Source: an optimization exercise on an open RTL-to-GDS flow (aim: small area, a short achievable clock period and few clock cycles per item). Production flows keep margins and buffers that such runs may drop. At most, simulation tests tie the RTL to the original design; equivalence was not proved.

== the baseline ==
==> module a429pk_add, before the edit <==
module a429pk_add #(parameter W = 8) (
    input  wire [W-1:0] a,
    input  wire [W-1:0] b,
    input  wire         ci,
    output wire [W:0]   s
);
    function integer clg(input integer v);
        integer t;
        begin
            clg = 0;
            for (t = v - 1; t > 0; t = t >> 1)
                clg = clg + 1;
        end
    endfunction
    localparam N = W + 1;
    localparam L = clg(N);
    wire [N-1:0] g0 = {a & b, ci};
    wire [N-1:0] p0 = {a ^ b, 1'b0};
    wire [N-1:0] G [0:2*L];
    wire [N-1:0] P [0:2*L];
    assign G[0] = g0;
    assign P[0] = p0;
    genvar l, i;
    generate
        for (l = 0; l < L; l = l + 1) begin : up
            for (i = 0; i < N; i = i + 1) begin : b_
                if (((i + 1) % (1 << (l + 1))) == 0) begin : n
                    assign G[l+1][i] = G[l][i] | (P[l][i] & G[l][i - (1 << l)]);
                    assign P[l+1][i] = P[l][i] & P[l][i - (1 << l)];
                end else begin : t
                    assign G[l+1][i] = G[l][i];
                    assign P[l+1][i] = P[l][i];
                end
            end
        end
        for (l = L - 2; l >= 0; l = l - 1) begin : dn
            for (i = 0; i < N; i = i + 1) begin : b_
                if (((i + 1) % (1 << (l + 1))) == (1 << l) && i >= (1 << (l + 1))) begin : n
                    assign G[2*L-1-l][i] = G[2*L-2-l][i] | (P[2*L-2-l][i] & G[2*L-2-l][i - (1 << l)]);
                    assign P[2*L-1-l][i] = P[2*L-2-l][i] & P[2*L-2-l][i - (1 << l)];
                end else begin : t
                    assign G[2*L-1-l][i] = G[2*L-2-l][i];
                    assign P[2*L-1-l][i] = P[2*L-2-l][i];
                end
            end
        end
    endgenerate
    wire [N-1:0] c = G[2*L-1];             
    assign s = {c[N-1], p0[N-1:1] ^ c[N-2:0]};
endmodule
export LEC_CHECK = 0
export CAP_MARGIN = 40
export CORE_MARGIN = 2
export CORE_UTILIZATION = 40
export SETUP_SLACK_MARGIN = 5
export SLEW_MARGIN = 40
create_clock -name core_clock -period 15.0 [get_ports {clk}]
run.sh (not shown) runs the stock make flow with config.mk's settings and CLKGATE_MAP_FILE= SYNTH_SCRIPT=/design/flow/synth_recipe.tcl, a recipe that flattens the netlist after the stock synthesis.
Testbench counts of the baseline, summed over its fixed seeds: cycles 8,110, commands 3,486.
Modified inputs, the candidate compared to the baseline
diff --git a/flow/design.v b/flow/design.v
--- a/flow/design.v
+++ b/flow/design.v
@@ -4,16 +4,8 @@
     input  wire         ci,
     output wire [W:0]   s
 );
-    function integer clg(input integer v);
-        integer t;
-        begin
-            clg = 0;
-            for (t = v - 1; t > 0; t = t >> 1)
-                clg = clg + 1;
-        end
-    endfunction
     localparam N = W + 1;
-    localparam L = clg(N);
+    localparam L = $clog2(N);
     wire [N-1:0] g0 = {a & b, ci};
     wire [N-1:0] p0 = {a ^ b, 1'b0};
     wire [N-1:0] G [0:2*L];
==> comparison <==
Diff the baseline -> the candidate: latest clock arrival within the worst-skew pair held; final area held; instance count on the critical path held; adder-cell share of the synthesized area held. Worst setup slack: the candidate vs the baseline identical. The candidate -> the baseline: post-route core utilization delta 0, exact match.
No functional check of the RTL was part of the candidate.

* * *

a429pk, a different RTL version from the one above (not shown whole).
Size in the first run: roughly 530 I/O pins, ~0.069 mm^2 of cells after synthesis.
Settings: LEC_CHECK=0, CAP_MARGIN=40, CORE_MARGIN=2, CORE_UTILIZATION=40, SLEW_MARGIN=40, SYNTH_HIERARCHICAL=1, SYNTH_MINIMUM_KEEP_SIZE=0; clock period 15.0 ns.
standard.sh (not shown) runs the stock make flow with config.mk's settings and CLKGATE_MAP_FILE= SYNTH_SCRIPT=/design/flow/synth_recipe.tcl, a recipe that flattens the netlist after the stock synthesis.
==> flow/flow/run.sh <==
#!/bin/bash
# The standard layout (standard.sh), with ORFS's setup repair asked to
# leave a larger setup-slack margin on the design's own clock period.
set -euo pipefail
export SETUP_SLACK_MARGIN=8
bash standard.sh > standard.log 2>&1
The starting point passed the timing, design-rule and antenna checks.
Change:
--- a/flow/design.v
+++ b/flow/design.v
@@ -178,12 +178,34 @@
         reg [64:0] xx;
         begin
             xx   = {x, 1'b0};
             bdig = xx[{j, 1'b0} +: 3];
         end
     endfunction
+    function [31:0] pfx_add(input [31:0] a, input [31:0] b, input ci);
+        reg [32:0] g, p, gn, pn;
+        integer lv, i;
+        begin
+            g = {a & b, ci};
+            p = {a ^ b, 1'b0};
+            for (lv = 1; lv < 33; lv = lv * 2) begin
+                for (i = 0; i < 33; i = i + 1) begin
+                    if (i >= lv) begin
+                        gn[i] = g[i] | (p[i] & g[i - lv]);
+                        pn[i] = p[i] & p[i - lv];
+                    end else begin
+                        gn[i] = g[i];
+                        pn[i] = p[i];
+                    end
+                end
+                g = gn;
+                p = pn;
+            end
+            pfx_add = (a ^ b) ^ g[31:0];
+        end
+    endfunction
     function [6:0] width0(input [5:0] f, input [5:0] l);
         width0 = (f > l) ? 7'd0 : ({1'b0, l} - {1'b0, f} + 7'd1);
     endfunction
     wire [7:0]  c_op  = cmd[7:0];
     wire [5:0]  c_rsv = cmd[31:26];
     wire [63:0] c_a   = cmd[95:32];
@@ -278,13 +300,14 @@
         end
     end
     wire [32:0] e_le   = dsel ? e_lef : e_lel;
     wire [32:0] ext    = {raw_q, 1'b0};                  
     wire [5:0]  o_amsb = msb64(opx);
     wire [6:0]  e_dg;
-    a429pk_bk #(.W(7)) u_sub (.a({1'b0, el}), .b({1'b1, ~ef}), .ci(1'b1), .s(e_dg));
+    wire [31:0] e_dg32 = pfx_add({26'd0, el}, {26'h3FFFFFF, ~ef}, 1'b1);
+    assign e_dg = e_dg32[6:0];
     wire [6:0]  e_d    = dsel ? 7'd0 : e_dg;
     wire        e_le0  = dsel || !e_dg[6];                  
     wire        e_bok  = (ef != 6'd0) && (dsel ? (ef <= 6'd32) : ((el <= 6'd32) && !e_dg[6]));
     wire [32:0] e_al   = (ext & e_le) >> ef;             
     wire [31:0] e_mask = e_ge[32:1] & e_le[32:1];
     wire        e_occ  = (raw_q & e_mask) != 32'd0;
@@ -296,13 +319,14 @@
     always @(*) begin
         for (n4 = 0; n4 < 32; n4 = n4 + 1)
             e_th[n4] = (n4 <= e_d[5:0]);
     end
     wire        e_fit  = (c_a[63:32] == 32'd0) && ((c_a[31:0] & ~e_th) == 32'd0);
     wire [6:0]  e_dm;
-    a429pk_bk #(.W(7)) u_cmp (.a(e_d), .b({1'b1, ~o_amsb}), .ci(1'b1), .s(e_dm));
+    wire [31:0] e_dm32 = pfx_add({{25{e_d[6]}}, e_d}, {26'h3FFFFFF, ~o_amsb}, 1'b1);
+    assign e_dm = e_dm32[6:0];
     wire        e_dfit = !opx[63] && ((opx == 64'd0) || (e_le0 && !e_dm[6]));
     wire        c_sok  = (c_s != 6'd0) && (c_s <= 6'd32);    
     wire        c_sbit = c_sok && ext[c_s];
     reg  [31:0] wval;
     reg  [5:0]  wsh;
     wire [31:0] u_wr = wval << wsh;
@@ -435,13 +459,13 @@
     wire [31:0] gb_y   = {acc[30:0], 1'b0};
     wire [31:0] gb_z   = {28'd0, gb_dig};
     wire [31:0] gb_s   = gb_x ^ gb_y ^ gb_z;
     wire [31:0] gb_c   = {(gb_x[30:0] & gb_y[30:0]) | (gb_x[30:0] & gb_z[30:0]) |
                           (gb_y[30:0] & gb_z[30:0]), 1'b0};
     wire [31:0] gb_acc;
-    a429pk_bk #(.W(32)) u_gadd (.a(gb_s), .b(gb_c), .ci(1'b0), .s(gb_acc));
+    assign gb_acc = pfx_add(gb_s, gb_c, 1'b0);
     function [3:0] dadj(input [3:0] a);
         begin
             dadj[3] = a[3] | (a[2] & (a[1] | a[0]));
             dadj[2] = (a[2] & ~a[1] & ~a[0]) | (a[3] & a[0]);
             dadj[1] = (~a[2] & a[1]) | (a[1] & a[0]) | (a[3] & ~a[0]);
             dadj[0] = (~a[3] & ~a[2] & a[0]) | (a[2] & a[1] & ~a[0]) | (a[3] & ~a[0]);
The changed run went through all stages and came out clean; synthesized area grows by 0.55%; synthesized cell count rose by about 0.37%; sequential share of layout area goes down by 0.14 points; final area went up by about 0.7%; critical path depth goes down by 11; worst setup slack got worse by 0.012 ns; flip-flop and latch count does not change; routed wire length goes down by 0.57%; cell count rose by about 0.8%; non-clock buffer count goes up by 35; via count goes up by about 1.3%; die area is higher by 0.54%.
No functional check of the RTL was part of any run of this note.

## re-timing with driven ports
How much do the figures lean on ideal ports? The routed layouts below were timed once more, with nothing changed but the port constraints.
Step 1 sets driving cells, clkbuf_16 on the clock port and buf_2 on the other inputs (assumed; they add their load-dependent delay and slew).
Step 2, shift: input delay + t, output delay - t, t = (earliest + latest rising clock arrival at the registers) / 2. This alone moves slack from input paths to output paths.
a / b / c = ideal / step 1 / step 2; a / b = the first two.
run	t (ns)	setup WS [ns]	worst setup path after step 2	worst register clock-pin slew, ns	cell pins on the clock port's net
the baseline	0.836	5.245 / 5.323 / 4.487	input to register	0.08 / 0.08	1
the candidate	0.836	5.245 / 5.323 / 4.487	input to register	0.08 / 0.08	1
the first run of note 2	0.841	7.892 / 7.892 / 7.152	input to register	0.07 / 0.07	1
the second run of note 2	0.835	7.880 / 7.935 / 7.100	input to register	0.07 / 0.07	1
After both steps setup and hold are still met in every run listed. The setup slack of the second run of note 2, which loses most, moves by +0.055 ns with the drivers and by -0.780 ns with both steps.
